Background: an optimization exercise with open tools, aiming at small area, a short achievable clock period and few clock cycles. Do not read the settings as production practice. The RTL was checked by simulation tests, not by an equivalence proof against the original design. Power figures rest on the tool's default switching activity, not on a simulated workload.

[flow/config.mk]
export PLATFORM = sky130hd
export DESIGN_NAME = wts_core
export DESIGN_NICKNAME = wts_core
export VERILOG_FILES = /design/flow/design.v
export SDC_FILE = /design/flow/constraint.sdc
export NUM_CORES = 4
export LEC_CHECK = 0
export CAP_MARGIN = 20
export CORE_MARGIN = 2
export CORE_UTILIZATION = 40
export SLEW_MARGIN = 20
[flow/constraint.sdc]
create_clock -name core_clock -period 10.0 [get_ports {clk}]
set_input_delay 2.0000 -clock core_clock [delete_from_list [all_inputs] [get_ports {clk}]]
set_output_delay 2.0000 -clock core_clock [all_outputs]
set_load 0.01 [all_outputs]
[flow/design.v]
module wts_mulaw (
    input  wire [15:0] x,
    output reg  [7:0]  code
);
    reg [16:0] magb;
    reg [2:0]  tier;
    reg [3:0]  mant;
    always @* begin
        magb = x[15] ? ({1'b0, ~x} + 17'd129) : ({1'b0, x} + 17'd128);
        if (magb[16] || magb[15])
            magb = 17'h07FFF;
        if      (magb[14]) begin tier = 3'd7; mant = magb[13:10]; end
        else if (magb[13]) begin tier = 3'd6; mant = magb[12:9];  end
        else if (magb[12]) begin tier = 3'd5; mant = magb[11:8];  end
        else if (magb[11]) begin tier = 3'd4; mant = magb[10:7];  end
        else if (magb[10]) begin tier = 3'd3; mant = magb[9:6];   end
        else if (magb[9])  begin tier = 3'd2; mant = magb[8:5];   end
        else if (magb[8])  begin tier = 3'd1; mant = magb[7:4];   end
        else               begin tier = 3'd0; mant = magb[6:3];   end
        code = {x[15], tier, mant};
    end
endmodule
module wts_core (
    input  wire        clk,
    input  wire        rst,
    input  wire        cmd_valid,
    output wire        cmd_ready,
    input  wire [31:0] cmd,
    input  wire [31:0] dat,
    output reg         rsp_valid,
    output reg  [31:0] rsp_data,
    output reg         rsp_err,
    output reg  [3:0]  rsp_code,
    output wire        out_valid,
    input  wire        out_ready,
    output reg         out_kind,
    output reg  [1:0]  out_rg,
    output reg  [31:0] out_word,
    output reg         out_eol,
    output wire        sb_req,
    input  wire        sb_ack,
    output wire [31:0] sb_addr,
    input  wire [7:0]  sb_rdata,
    output wire        busy
);
    localparam OP_NOP = 4'h0, OP_CLR = 4'h1, OP_WREG = 4'h2, OP_RREG = 4'h3,
               OP_SEG = 4'h4, OP_PADQ = 4'h5, OP_WCQ = 4'h6, OP_PCM = 4'h7,
               OP_MULAW = 4'h8, OP_ENCQ = 4'h9, OP_PUSHB = 4'hA, OP_PAD = 4'hB,
               OP_HDR = 4'hC, OP_REGION = 4'hD, OP_EXPORT = 4'hE;
    localparam [4:0] S_IDLE = 5'd0,  S_DEC = 5'd1,
                     S_G1 = 5'd2,  S_G2 = 5'd3,  S_G3 = 5'd4,  S_G4 = 5'd5,
                     S_G5 = 5'd6,  S_G6 = 5'd7,  S_G7 = 5'd8,  S_G8 = 5'd9,
                     S_G9 = 5'd10, S_G10 = 5'd11, S_G11 = 5'd12, S_GF = 5'd13,
                     S_WT1 = 5'd14, S_WT2 = 5'd15,
                     S_D1 = 5'd16, S_D2 = 5'd17, S_D3 = 5'd18, S_D3P = 5'd19,
                     S_D4 = 5'd20, S_D5 = 5'd21,
                     S_P1 = 5'd22, S_P2 = 5'd23,
                     S_R0 = 5'd24, S_R1 = 5'd25, S_R2 = 5'd26,
                     S_STR = 5'd27, S_PAD = 5'd28, S_FIN = 5'd29;
    reg        ctrl_mode, ctrl_force;
    reg [31:0] r_start, r_end, r_sloop, r_eloop, r_dur, r_ldur;
    reg        segv, ok, smode, done, ill, nrdy;
    reg        e_order, e_malf, e_len, e_looplen, e_endloop;
    reg        rvld;                  
    reg [23:0] qa;                    
    reg [24:0] ql;                    
    reg [25:0] qd;                    
    reg [23:0] acc;
    reg [1:0]  bcnt;
    reg [2:0]  lcnt;
    reg [4:0]  st;
    reg        busy_q, crdy_q;
    reg [3:0]  op_q;
    reg [5:0]  sel;
    reg [1:0]  cur_rg;
    reg        bad_q;
    reg        cflag;
    reg [1:0]  dk;                    
    reg [6:0]  pc;                    
    reg        sb_req_q;
    reg [26:0] sb_a;
    reg        rd_v, rd_hi;
    reg [7:0]  rd_q, lo_q;
    reg        out_valid_q;
    assign busy      = busy_q;
    assign cmd_ready = crdy_q;
    assign out_valid = out_valid_q;
    assign sb_req    = sb_req_q;
    assign sb_addr   = {5'd0, sb_a};
    wire [31:0] T = rsp_data;
    wire [3:0] c_op = cmd[31:28];
    wire [7:0] c_ra = cmd[23:16];
    reg        c_radef;
    always @* begin
        case (c_ra)
            8'h00, 8'h01, 8'h02, 8'h03, 8'h04, 8'h05, 8'h06, 8'h07, 8'h08,
            8'h10, 8'h11, 8'h12, 8'h13, 8'h14, 8'h15,
            8'h18, 8'h19, 8'h1A, 8'h1C, 8'h1D, 8'h1E,
            8'h20, 8'h21, 8'h22, 8'h23, 8'h24, 8'h25, 8'h26:
                c_radef = 1'b1;
            default:
                c_radef = 1'b0;
        endcase
    end
    wire c_z27_24 = (cmd[27:24] == 4'd0);
    wire c_z23_16 = (cmd[23:16] == 8'd0);
    wire c_z15_8  = (cmd[15:8] == 8'd0);
    wire c_z7_0   = (cmd[7:0] == 8'd0);
    reg  c_bad;
    always @* begin
        case (c_op)
            OP_NOP, OP_CLR, OP_SEG, OP_PADQ, OP_WCQ, OP_EXPORT:
                c_bad = !(c_z27_24 && c_z23_16 && c_z15_8 && c_z7_0);
            OP_WREG:
                c_bad = !(c_z27_24 && c_z15_8 && c_z7_0 && (c_ra <= 8'h07) && (c_ra != 8'h01));
            OP_RREG:
                c_bad = !(c_z27_24 && c_z15_8 && c_z7_0 && c_radef);
            OP_PCM, OP_MULAW, OP_ENCQ:
                c_bad = !(c_z27_24 && c_z23_16);
            OP_PUSHB:
                c_bad = !(c_z27_24 && c_z23_16 && c_z15_8);
            OP_PAD, OP_HDR, OP_REGION:
                c_bad = !((cmd[27:26] == 2'd0) && (cmd[25:24] != 2'd3) && c_z23_16 &&
                          c_z15_8 && c_z7_0);
            default:
                c_bad = 1'b1;
        endcase
    end
    wire [31:0] status = {7'd0, (bcnt != 2'd0), 1'b0, lcnt, 2'd0, bcnt, 3'd0,
                          e_endloop, e_looplen, e_len, e_malf, e_order,
                          2'd0, nrdy, ill, smode, done, ok, segv};
    wire [1:0]  k = {1'b0, (qa[6:0] != 7'd0)} + {1'b0, (ql[6:0] > qa[6:0])} +
                    {1'b0, (qd[6:0] > ql[6:0])};
    wire [31:0] wct_base = !rvld ? 32'd0 :
                           smode ? {8'd0, qd[25:7], 5'b00011} : {7'd0, qd[25:7], 6'b000011};
    wire [31:0] kterm = smode ? {25'd0, k, 5'd0} : {24'd0, k, 6'd0};
    reg [31:0] rv;
    always @* begin
        case (sel)
            6'h00:        rv = {30'd0, ctrl_force, ctrl_mode};
            6'h01:        rv = status;
            6'h02:        rv = r_start;
            6'h03:        rv = r_end;
            6'h04:        rv = r_sloop;
            6'h05:        rv = r_eloop;
            6'h06:        rv = r_dur;
            6'h07:        rv = r_ldur;
            6'h08:        rv = {8'd0, acc};
            6'h0A:        rv = wct_base;
            6'h0B:        rv = kterm;
            6'h0C:        rv = 32'd127;
            6'h0E:        rv = 32'd1;
            6'h11, 6'h12: rv = {7'd0, qa, 1'b0};
            6'h13, 6'h14: rv = {6'd0, ql, 1'b0};
            6'h15:        rv = {5'd0, qd, 1'b0};
            default:      rv = 32'd0;
        endcase
    end
    wire asub = (st == S_G2) || (st == S_G3) || (st == S_G4) || (st == S_G6) ||
                (st == S_G8) || (st == S_G9) || (st == S_G11) || (st == S_D2) ||
                (st == S_R1);
    wire acin = asub || (st == S_STR) || (st == S_PAD);
    wire [32:0] asum = {1'b0, rv} + {1'b0, (asub ? ~T : T)} + {32'd0, acin};
    wire        bo   = !asum[32];                   
    wire        big  = (asum[31:25] != 7'd0);       
    wire [7:0]  mu;
    wts_mulaw u_mu (.x({rd_q, lo_q}), .code(mu));
    wire [7:0]  tag     = smode ? 8'h01 : 8'h81;
    wire        hdr_vis = segv && ok;
    wire [6:0]  npad2   = 7'd0 - T[7:1];            
    wire [6:0]  npad1   = 7'd0 - T[6:0];            
    wire        wmode   = (op_q == OP_WCQ) ? ctrl_mode : smode;
    wire        wgate   = (op_q == OP_WCQ) || rvld;
    wire [31:0] wcf     = !wgate ? 32'd0 :
                          wmode ? {1'b0, cflag, T[31:7], 5'b00001} : {cflag, T[31:7], 6'b000001};
    wire [3:0]  code    = e_order   ? 4'd3 :
                          e_malf    ? 4'd4 :
                          e_len     ? 4'd5 :
                          e_looplen ? 4'd6 :
                          e_endloop ? 4'd7 : 4'd0;
    wire        fatal   = e_order || e_malf || e_len;
    wire        okc     = !fatal && (!(e_looplen || e_endloop) || ctrl_force);
    wire [5:0]  rb_code = {3'b010, cur_rg, 1'b0};
    wire [5:0]  re_code = {3'b010, cur_rg, 1'b1};
    wire        ofree    = !out_valid_q || out_ready;
    wire [25:0] q_e      = (cur_rg == 2'd0) ? {2'd0, qa} :
                           (cur_rg == 2'd1) ? {1'b0, ql} : qd;
    wire [26:0] end_addr = {q_e, 1'b0};
    wire [26:0] sb_inc   = sb_a + 27'd1;
    wire        in_str   = (st == S_STR);
    wire        push_v   = in_str && rd_v && (!smode || rd_hi);
    wire        blk      = push_v && (bcnt == 2'd3) && !ofree;
    wire        cap      = sb_req_q && sb_ack && !blk;
    wire        cnt_en   = (op_q == OP_REGION);
    reg         do_push;
    reg  [7:0]  pb;
    always @* begin
        do_push = 1'b0;
        pb      = rd_q;
        case (st)
            S_STR: begin
                do_push = push_v && !blk;
                pb      = smode ? mu : rd_q;
            end
            S_P1: begin
                do_push = (bcnt != 2'd3) || ofree;
                pb      = (op_q == OP_MULAW) ? mu : lo_q;
            end
            S_P2: begin
                do_push = (bcnt != 2'd3) || ofree;
                pb      = rd_q;
            end
            default: ;
        endcase
    end
    wire [7:0] psum = {1'b0, pc} + {6'd0, bcnt};
    always @(posedge clk) begin
        if (rst) begin
            ctrl_mode <= 1'b0; ctrl_force <= 1'b0;
            r_start <= 32'd0; r_end <= 32'd0; r_sloop <= 32'd0;
            r_eloop <= 32'd0; r_dur <= 32'd0; r_ldur <= 32'd0;
            segv <= 1'b0; ok <= 1'b0; smode <= 1'b0; done <= 1'b0;
            ill <= 1'b0; nrdy <= 1'b0;
            e_order <= 1'b0; e_malf <= 1'b0; e_len <= 1'b0;
            e_looplen <= 1'b0; e_endloop <= 1'b0;
            rvld <= 1'b0;
            qa <= 24'd0; ql <= 25'd0; qd <= 26'd0;
            acc <= 24'd0; bcnt <= 2'd0; lcnt <= 3'd0;
            st <= S_IDLE;
            busy_q <= 1'b0;
            crdy_q <= 1'b1;
            rsp_valid <= 1'b0;
            out_valid_q <= 1'b0;
            sb_req_q <= 1'b0;
            rd_v <= 1'b0;
        end else begin
            rsp_valid <= 1'b0;
            if (out_ready)
                out_valid_q <= 1'b0;
            if (do_push) begin
                if (bcnt == 2'd3) begin
                    out_word    <= {pb, acc};
                    out_kind    <= 1'b0;
                    out_rg      <= 2'd0;
                    out_eol     <= (lcnt == 3'd7);
                    out_valid_q <= 1'b1;
                    lcnt        <= lcnt + 3'd1;
                    acc         <= 24'd0;
                    bcnt        <= 2'd0;
                    if (in_str && cnt_en)
                        rsp_data <= asum[31:0];
                end else begin
                    case (bcnt)
                        2'd0:    acc[7:0]   <= pb;
                        2'd1:    acc[15:8]  <= pb;
                        default: acc[23:16] <= pb;
                    endcase
                    bcnt <= bcnt + 2'd1;
                end
            end
            if (in_str) begin
                if (cap) begin
                    rd_q  <= sb_rdata;
                    rd_hi <= sb_a[0];
                    sb_a  <= sb_inc;
                end
                rd_v     <= cap || blk;
                sb_req_q <= sb_req_q && (cap ? (sb_inc != end_addr) : (sb_a != end_addr));
                if (rd_v && smode && !rd_hi)
                    lo_q <= rd_q;
            end
            case (st)
            S_IDLE: begin
                op_q     <= c_op;
                sel      <= cmd[21:16];
                cur_rg   <= cmd[25:24];
                bad_q    <= c_bad;
                rsp_data <= dat;
                rd_q     <= cmd[15:8];
                lo_q     <= cmd[7:0];
                if (cmd_valid) begin
                    busy_q <= 1'b1;
                    crdy_q <= 1'b0;
                    st     <= S_DEC;
                end
            end
            S_DEC: begin
                if (bad_q) begin
                    ill <= 1'b1;
                    rsp_data <= 32'd0;
                    rsp_valid <= 1'b1; rsp_err <= 1'b1; rsp_code <= 4'd1;
                    busy_q <= 1'b0; crdy_q <= 1'b1; st <= S_IDLE;
                end else if (((op_q == OP_PAD) || (op_q == OP_HDR) || (op_q == OP_REGION)) &&
                             !(segv && ok)) begin
                    nrdy <= 1'b1;
                    rsp_data <= 32'd0;
                    rsp_valid <= 1'b1; rsp_err <= 1'b1; rsp_code <= 4'd2;
                    busy_q <= 1'b0; crdy_q <= 1'b1; st <= S_IDLE;
                end else begin
                    case (op_q)
                    OP_NOP, OP_CLR, OP_WREG: begin
                        if (op_q == OP_CLR) begin
                            acc <= 24'd0; bcnt <= 2'd0; lcnt <= 3'd0;
                            ill <= 1'b0; nrdy <= 1'b0; done <= 1'b0;
                        end
                        if (op_q == OP_WREG) begin
                            case (sel[2:0])
                                3'd0: begin ctrl_mode <= T[0]; ctrl_force <= T[1]; end
                                3'd2: r_start <= T;
                                3'd3: r_end   <= T;
                                3'd4: r_sloop <= T;
                                3'd5: r_eloop <= T;
                                3'd6: r_dur   <= T;
                                default: r_ldur <= T;
                            endcase
                            segv <= 1'b0;
                            ok   <= 1'b0;
                        end
                        rsp_data <= 32'd0;
                        rsp_valid <= 1'b1; rsp_err <= 1'b0; rsp_code <= 4'd0;
                        busy_q <= 1'b0; crdy_q <= 1'b1; st <= S_IDLE;
                    end
                    OP_RREG: begin
                        if (!sel[5] && (sel[4:3] != 2'b11)) begin
                            rsp_data <= rv;
                            rsp_valid <= 1'b1; rsp_err <= 1'b0; rsp_code <= 4'd0;
                            busy_q <= 1'b0; crdy_q <= 1'b1; st <= S_IDLE;
                        end else if (sel == 6'h23) begin
                            sel <= 6'h0A;
                            st  <= S_WT1;
                        end else begin
                            cur_rg <= sel[1:0];
                            dk     <= {sel[5], sel[2]};
                            sel    <= {3'b010, sel[1:0], 1'b0};
                            st     <= S_D1;
                        end
                    end
                    OP_SEG, OP_EXPORT: begin
                        if (op_q == OP_EXPORT) begin
                            acc <= 24'd0; bcnt <= 2'd0; lcnt <= 3'd0;
                            ill <= 1'b0; nrdy <= 1'b0; done <= 1'b0;
                        end
                        sel <= 6'h02;
                        st  <= S_G1;
                    end
                    OP_PADQ: begin
                        rsp_data <= {25'd0, npad1};
                        rsp_valid <= 1'b1; rsp_err <= 1'b0; rsp_code <= 4'd0;
                        busy_q <= 1'b0; crdy_q <= 1'b1; st <= S_IDLE;
                    end
                    OP_WCQ: begin
                        sel <= 6'h0C;
                        st  <= S_D4;
                    end
                    OP_ENCQ: begin
                        rsp_data <= {24'd0, mu};
                        rsp_valid <= 1'b1; rsp_err <= 1'b0; rsp_code <= 4'd0;
                        busy_q <= 1'b0; crdy_q <= 1'b1; st <= S_IDLE;
                    end
                    OP_PCM, OP_MULAW, OP_PUSHB: begin
                        rsp_data <= 32'd0;
                        st <= S_P1;
                    end
                    default: begin  
                        sel <= rb_code;
                        st  <= S_R0;
                    end
                    endcase
                end
            end
            S_G1: begin rsp_data <= rv; sel <= 6'h04; st <= S_G2; end           
            S_G2: begin                                                          
                qa <= asum[24:1];
                e_order <= bo; e_malf <= asum[0]; e_len <= big;
                sel <= 6'h05; st <= S_G3;
            end
            S_G3: begin ql <= asum[25:1]; sel <= 6'h03; st <= S_G4; end        
            S_G4: begin qd <= asum[26:1]; sel <= 6'h04; st <= S_G5; end        
            S_G5: begin rsp_data <= rv; sel <= 6'h05; st <= S_G6; end           
            S_G6: begin                                                          
                e_order <= e_order | bo; e_malf <= e_malf | asum[0]; e_len <= e_len | big;
                sel <= 6'h05; st <= S_G7;
            end
            S_G7: begin rsp_data <= rv; sel <= 6'h03; st <= S_G8; end           
            S_G8: begin                                                          
                e_order <= e_order | bo; e_malf <= e_malf | asum[0]; e_len <= e_len | big;
                sel <= 6'h06; st <= S_G9;
            end
            S_G9: begin e_endloop <= bo; sel <= 6'h06; st <= S_G10; end        
            S_G10: begin rsp_data <= rv; sel <= 6'h07; st <= S_G11; end         
            S_G11: begin e_looplen <= !bo; st <= S_GF; end                      
            S_GF: begin
                e_malf <= e_malf && !e_order;
                e_len  <= e_len && !e_order;
                ok     <= okc;
                segv   <= 1'b1;
                smode  <= ctrl_mode;
                done   <= 1'b0;
                rvld   <= !fatal;
                if (fatal) begin
                    qa <= 24'd0; ql <= 25'd0; qd <= 26'd0;
                end
                if (fatal || (op_q == OP_EXPORT && !okc)) begin
                    rsp_data <= 32'd0;
                    rsp_valid <= 1'b1; rsp_err <= 1'b1; rsp_code <= code;
                    busy_q <= 1'b0; crdy_q <= 1'b1; st <= S_IDLE;
                end else if (op_q == OP_SEG) begin
                    sel <= 6'h0A;
                    st  <= S_WT1;
                end else begin
                    cur_rg <= 2'd0;
                    sel    <= 6'h10;
                    st     <= S_R0;
                end
            end
            S_WT1: begin rsp_data <= rv; sel <= 6'h0B; st <= S_WT2; end
            S_WT2: begin
                rsp_data <= asum[31:0];
                if (op_q == OP_EXPORT) begin
                    st <= S_FIN;
                end else begin
                    rsp_valid <= 1'b1;
                    rsp_err   <= (op_q == OP_SEG) ? !ok : 1'b0;
                    rsp_code  <= (op_q == OP_SEG) ? code : 4'd0;
                    busy_q <= 1'b0; crdy_q <= 1'b1; st <= S_IDLE;
                end
            end
            S_D1: begin rsp_data <= rv; sel <= re_code; st <= S_D2; end
            S_D2: begin rsp_data <= asum[31:0]; st <= S_D3; end
            S_D3: begin
                case (dk)
                    2'b00: begin  
                        rsp_data <= {1'b0, T[31:1]};
                        rsp_valid <= 1'b1; rsp_err <= 1'b0; rsp_code <= 4'd0;
                        busy_q <= 1'b0; crdy_q <= 1'b1; st <= S_IDLE;
                    end
                    2'b01: begin  
                        rsp_data <= {25'd0, npad2};
                        rsp_valid <= 1'b1; rsp_err <= 1'b0; rsp_code <= 4'd0;
                        busy_q <= 1'b0; crdy_q <= 1'b1; st <= S_IDLE;
                    end
                    2'b11: begin  
                        rsp_data <= hdr_vis ? {tag, T[24:1]} : 32'd0;
                        rsp_valid <= 1'b1; rsp_err <= 1'b0; rsp_code <= 4'd0;
                        busy_q <= 1'b0; crdy_q <= 1'b1; st <= S_IDLE;
                    end
                    default: begin  
                        rsp_data <= {1'b0, T[31:1]};
                        sel <= 6'h0C;
                        st  <= S_D4;
                    end
                endcase
            end
            S_D4: begin rsp_data <= asum[31:0]; cflag <= asum[32]; st <= S_D5; end
            S_D5: begin
                rsp_data <= wcf;
                rsp_valid <= 1'b1; rsp_err <= 1'b0; rsp_code <= 4'd0;
                busy_q <= 1'b0; crdy_q <= 1'b1; st <= S_IDLE;
            end
            S_P1: if (do_push) st <= (op_q == OP_PCM) ? S_P2 : S_FIN;
            S_P2: if (do_push) st <= S_FIN;
            S_R0: begin
                rsp_data <= rv;
                sb_a     <= rv[26:0];
                sel      <= re_code;
                st       <= S_R1;
            end
            S_R1: begin rsp_data <= asum[31:0]; sel <= 6'h0E; st <= S_R2; end
            S_R2: begin
                if (op_q == OP_PAD) begin
                    pc       <= npad2;
                    rsp_data <= 32'd0;
                    sel      <= 6'h09;
                    st       <= S_PAD;
                end else if (ofree) begin
                    out_word    <= {tag, T[24:1]};
                    out_kind    <= 1'b1;
                    out_rg      <= cur_rg;
                    out_eol     <= 1'b0;
                    out_valid_q <= 1'b1;
                    if (op_q == OP_HDR) begin
                        rsp_data <= 32'd0;
                        st       <= S_FIN;
                    end else begin
                        pc       <= npad2;
                        sb_req_q <= (T[24:1] != 24'd0);
                        rsp_data <= rv;        
                        sel      <= 6'h09;
                        st       <= S_STR;
                    end
                end
            end
            S_STR: begin
                if (!sb_req_q && !rd_v)
                    st <= S_PAD;
            end
            S_PAD: begin
                if (pc != 7'd0) begin
                    if (psum[7:2] != 6'd0) begin
                        if (ofree) begin
                            out_word    <= {8'h00, acc};
                            out_kind    <= 1'b0;
                            out_rg      <= 2'd0;
                            out_eol     <= (lcnt == 3'd7);
                            out_valid_q <= 1'b1;
                            lcnt        <= lcnt + 3'd1;
                            acc         <= 24'd0;
                            bcnt        <= 2'd0;
                            pc          <= psum[6:0] - 7'd4;
                            if (cnt_en)
                                rsp_data <= asum[31:0];
                        end
                    end else begin
                        bcnt <= psum[1:0];
                        pc   <= 7'd0;
                    end
                end else if (op_q == OP_EXPORT) begin
                    if (cur_rg != 2'd2) begin
                        cur_rg <= cur_rg + 2'd1;
                        sel    <= {3'b010, cur_rg + 2'd1, 1'b0};
                        st     <= S_R0;
                    end else begin
                        done <= 1'b1;
                        sel  <= 6'h0A;
                        st   <= S_WT1;
                    end
                end else begin
                    st <= S_FIN;
                end
            end
            default: begin  
                if (ofree) begin
                    rsp_valid <= 1'b1;
                    rsp_err   <= 1'b0;
                    rsp_code  <= (op_q == OP_EXPORT) ? code : 4'd0;
                    busy_q <= 1'b0; crdy_q <= 1'b1; st <= S_IDLE;
                end
            end
            endcase
        end
    end
endmodule
[flow/run.sh]
#!/bin/bash
# synth_recipe.tcl (not shown) runs the flow's synth.tcl, then flattens the netlist and writes it again
# the make line also repeats each setting of config.mk as NAME=value (left out here)
make -C /OpenROAD-flow-scripts/flow DESIGN_CONFIG=/design/flow/config.mk WORK_HOME=/design/flow/orfs CLKGATE_MAP_FILE= SYNTH_SCRIPT=/design/flow/synth_recipe.tcl finish
==> results.txt <==
kinds of logic after synthesis:
| kind of cell | synth area share [%] |
|---|---|
| adder cells (fa/ha/maj) | 2.978 |
| XOR/XNOR | 4.243 |
| AND/OR/NAND/NOR | 22.17 |
| AO/OA/AOI/OAI | 26.14 |
| flip-flops | 36.46 |
| other | 0.01290 |
| buffers and inverters | 5.030 |
| multiplexers | 2.965 |
flip-flops by register name, indices dropped and copies added (netlist names), 26 cells and up:
name	flops
sb_a	27
r_end	32
r_ldur	32
r_sloop	32
out_word	32
r_dur	32
rsp_data	32
r_eloop	32
qd	26
r_start	32
metal layers:
layer	routed length [µm]	GRT usage, %
met5	0	0
met4	4329	10.56
met3	15980	8.491
met2	51580	46.19
met1	55670	48.52
synth_stat cells, drive strengths merged, types with 49 or more instances:
library cell,count
a21oi,376
a22oi,194
clkbuf,245
dfxtp,321
edfxtp,139
ha,62
inv,91
mux2i,49
nand2,761
nand3,104
nor2,309
nor3,61
o21ai,204
xnor2,90
xor2,50
critical path, cell delays in order (launching register included):
cell	delay, ns
edfxtp_1	0.91
nor2_1	0.12
nand2_1	0.18
nor2_2	0.06
buf_4	0.29
a22o_1	0.29
a221oi_1	0.24
nand3_1	0.13
a31oi_1	0.62
inv_1	0.13
fa_1	0.45
fa_1	0.50
a211oi_1	0.30
o21ai_0	0.14
nor2b_1	0.18
o32ai_1	0.15
nand2_1	0.18
a211oi_2	0.38
o21ai_0	0.16
xor2_1	0.24
nand2_1	0.13
nand2_1	0.06
a221o_1	0.28
area by class of cell:
type                       count  area [µm²]
fill                        7180       38220
multi-input combinational   2915       17150
sequential                   460       10600
timing repair buffer         271        2502
clock buffer                  82        1559
tap                          950        1189
inverter                      93       351.6
clock inverter                15       161.4
antenna                        3       7.507
how the worst max path moves through the flow:
stage | startpoint | to | cells past startpoint
3_5_place_dp | sel[2]$_DFFE_PP_ | rsp_data[18]$_DFFE_PN_ | 22
3_3_place_gp | sel[2]$_DFFE_PP_ | rsp_data[18]$_DFFE_PN_ | 22
4_1_cts | sel[2]$_DFFE_PP_ | rsp_data[18]$_DFFE_PN_ | 22
2_1_floorplan | rst | sb_a[0]$_DFFE_PP_ | 5
6_report | sel[2]$_DFFE_PP_ | rsp_data[18]$_DFFE_PN_ | 22
5_1_grt | sel[2]$_DFFE_PP_ | e_len$_SDFFE_PP0P_ | 22
power breakdown:
group	internal, W	switching, W	total [W]	leakage [nW]
Sequential	0.00220	0.000477	0.00267	3.92
Combinational	0.00144	0.00290	0.00434	7.27
Clock	0.00111	0.000855	0.00196	0.844
through the flow:
stage          worst slack (ns)  util [%]
2_1_floorplan             3.844         -
4_1_cts                   3.780     46.71
5_1_grt                   3.107     46.71
3_3_place_gp              3.941     44.32
3_5_place_dp              3.803     44.32
6_report                  3.616     46.72
==> reports/metrics.cfg <==
[outcome]
status = timing/DRC/antenna clean

[global_routing]
grt_first_pass_wirelength_mm = 186.4
grt_max_degree = 212
grt_usage_pct = 32.91
antenna_found_initial = 2
grt_pass1_vias = 27300
grt.overflow.total = 0

[layout]
design_area_um2 = 33520
drive_gt1_share_pct = 6.986
layout.nets = 3936
layout.cells.non_filler = 4789
layout_commonest_cell = nand2_1
area_growth_syn_to_layout_pct = 15.27
final_cell_mix = 760 x nand2_1, 375 x a21oi_1, 321 x dfxtp_1

[synth]
synth_edf_count = 139
synthesis.area_um2 = 29080
yosys_warnings = 2
yosys.area.top_type = dfxtp_1
synth-main-ff-cell = dfxtp_1
synthDominantCellAreaShare_pct = 22.10
synth_cell_type_count = 103
ys_ff_latch = 460
ys_seq_area_share_pct = 36.46
synth_area_per_cell_um2 = 7.760
async_reset_ff_share_pct = 0
syn-instance-count = 3747
synthTopCellsByArea = dfxtp_1 22%, edfxtp_1 14%, nand2_1 9.8%

[routing]
num_vias = 30510
dr.pass1.iters = 8
drt_wl_total_mm = 127.6
drc = 0
postRouteAntennaNets = 0
drtIter0Drc = 4727
via_per_inst = 6.371
routedWlPerCell_um = 26.64

[sta]
max_freq_ghz = 0.1566
rsz0062_at_grt = no
tns_ns = 0
skew_ns = 0.01884
post-route-period-util_pct = 63.84
worstMarginPinSlew_ns = 1.171
slew_headroom_pct = 20.72
final-max-slew-violation-count = 0
hold-worst-slack_ns = 0.4533
period_needed_ns = 6.384
hold_violations = 0
setup_viol = 0

[die]
die_w_um = 273.6
start_util_pct = 40.54
row_count = 98
design.die.area_um2 = 74870
core_um2 = 71730
fp.dieH_um = 273.6
ios = 187

[pwr]
total_power_w = 0.008971
worst_ir_drop_vdd_uv = 129.8
power_leakage_nw = 12.03
powerDensity_nw_per_um2 = 267.7

[clock_network]
cts-root-buf = clkbuf_16
cts_hold_buf = 0
cts_max_level = 2
clk_latency_ns = 0.63
post_cts_resized = 0
cts_buffer_depth = 3
cts_tree = done
numClockSinks = 460
post_cts_buffers = 0
clkSlewWorstSetupHoldPaths_ns = 0.06
numCtsBuffers = 52

[setup_path]
cp.required_ns = 10.37
startpoint_type = register
r2r-start = sel[2]$_DFFE_PP_
critPathArrivalTime_ns = 6.76
r2r_slack_ns = 3.62
r2r_end = rsp_data[18]$_DFFE_PN_
endpoint_kind = register
cp_max_fo = 31
reg2reg_depth = 22
critPathKind = reg2reg

[flow_run]
maxCapViolCount = 0

[worst_hold_path]
hold_path_end = r_sloop[3]$_SDFFE_PP0P_
min_from = r_sloop[3]$_SDFFE_PP0P_
holdPathStages = 2
hold_path.class = reg2reg

[placed_design]
portBuffers = 180
globalplace.congestion = 0.9987
dp_cells = 4689
post-dp-hpwl_mm = 91.89
dpl-instance-area_um2 = 31790

Testbench counts, summed over its fixed seeds: cycles 100,293.

==> separate check: timing with driven ports <==
In the flow no input, the clock included, has a driving cell. The finished layout below was timed again as built, in two steps. Step 1 assumes that a clkbuf_16 drives the clock port and a buf_2 every other input. Step 2, shift: input delay + t, output delay - t, t = (earliest + latest rising clock arrival at the registers) / 2. This alone moves slack from input paths to output paths. a / b / c = ideal / step 1 / step 2; a / b = the first two.
shift t [ns]: 0.693
setup slack, ns: 3.616 / 3.616 / 3.616
pins driven straight from the clock port: 1
After both steps setup and hold are still met in this run. The setup slack of this run moves by 0.000 ns with the drivers and by 0.000 ns with both steps.
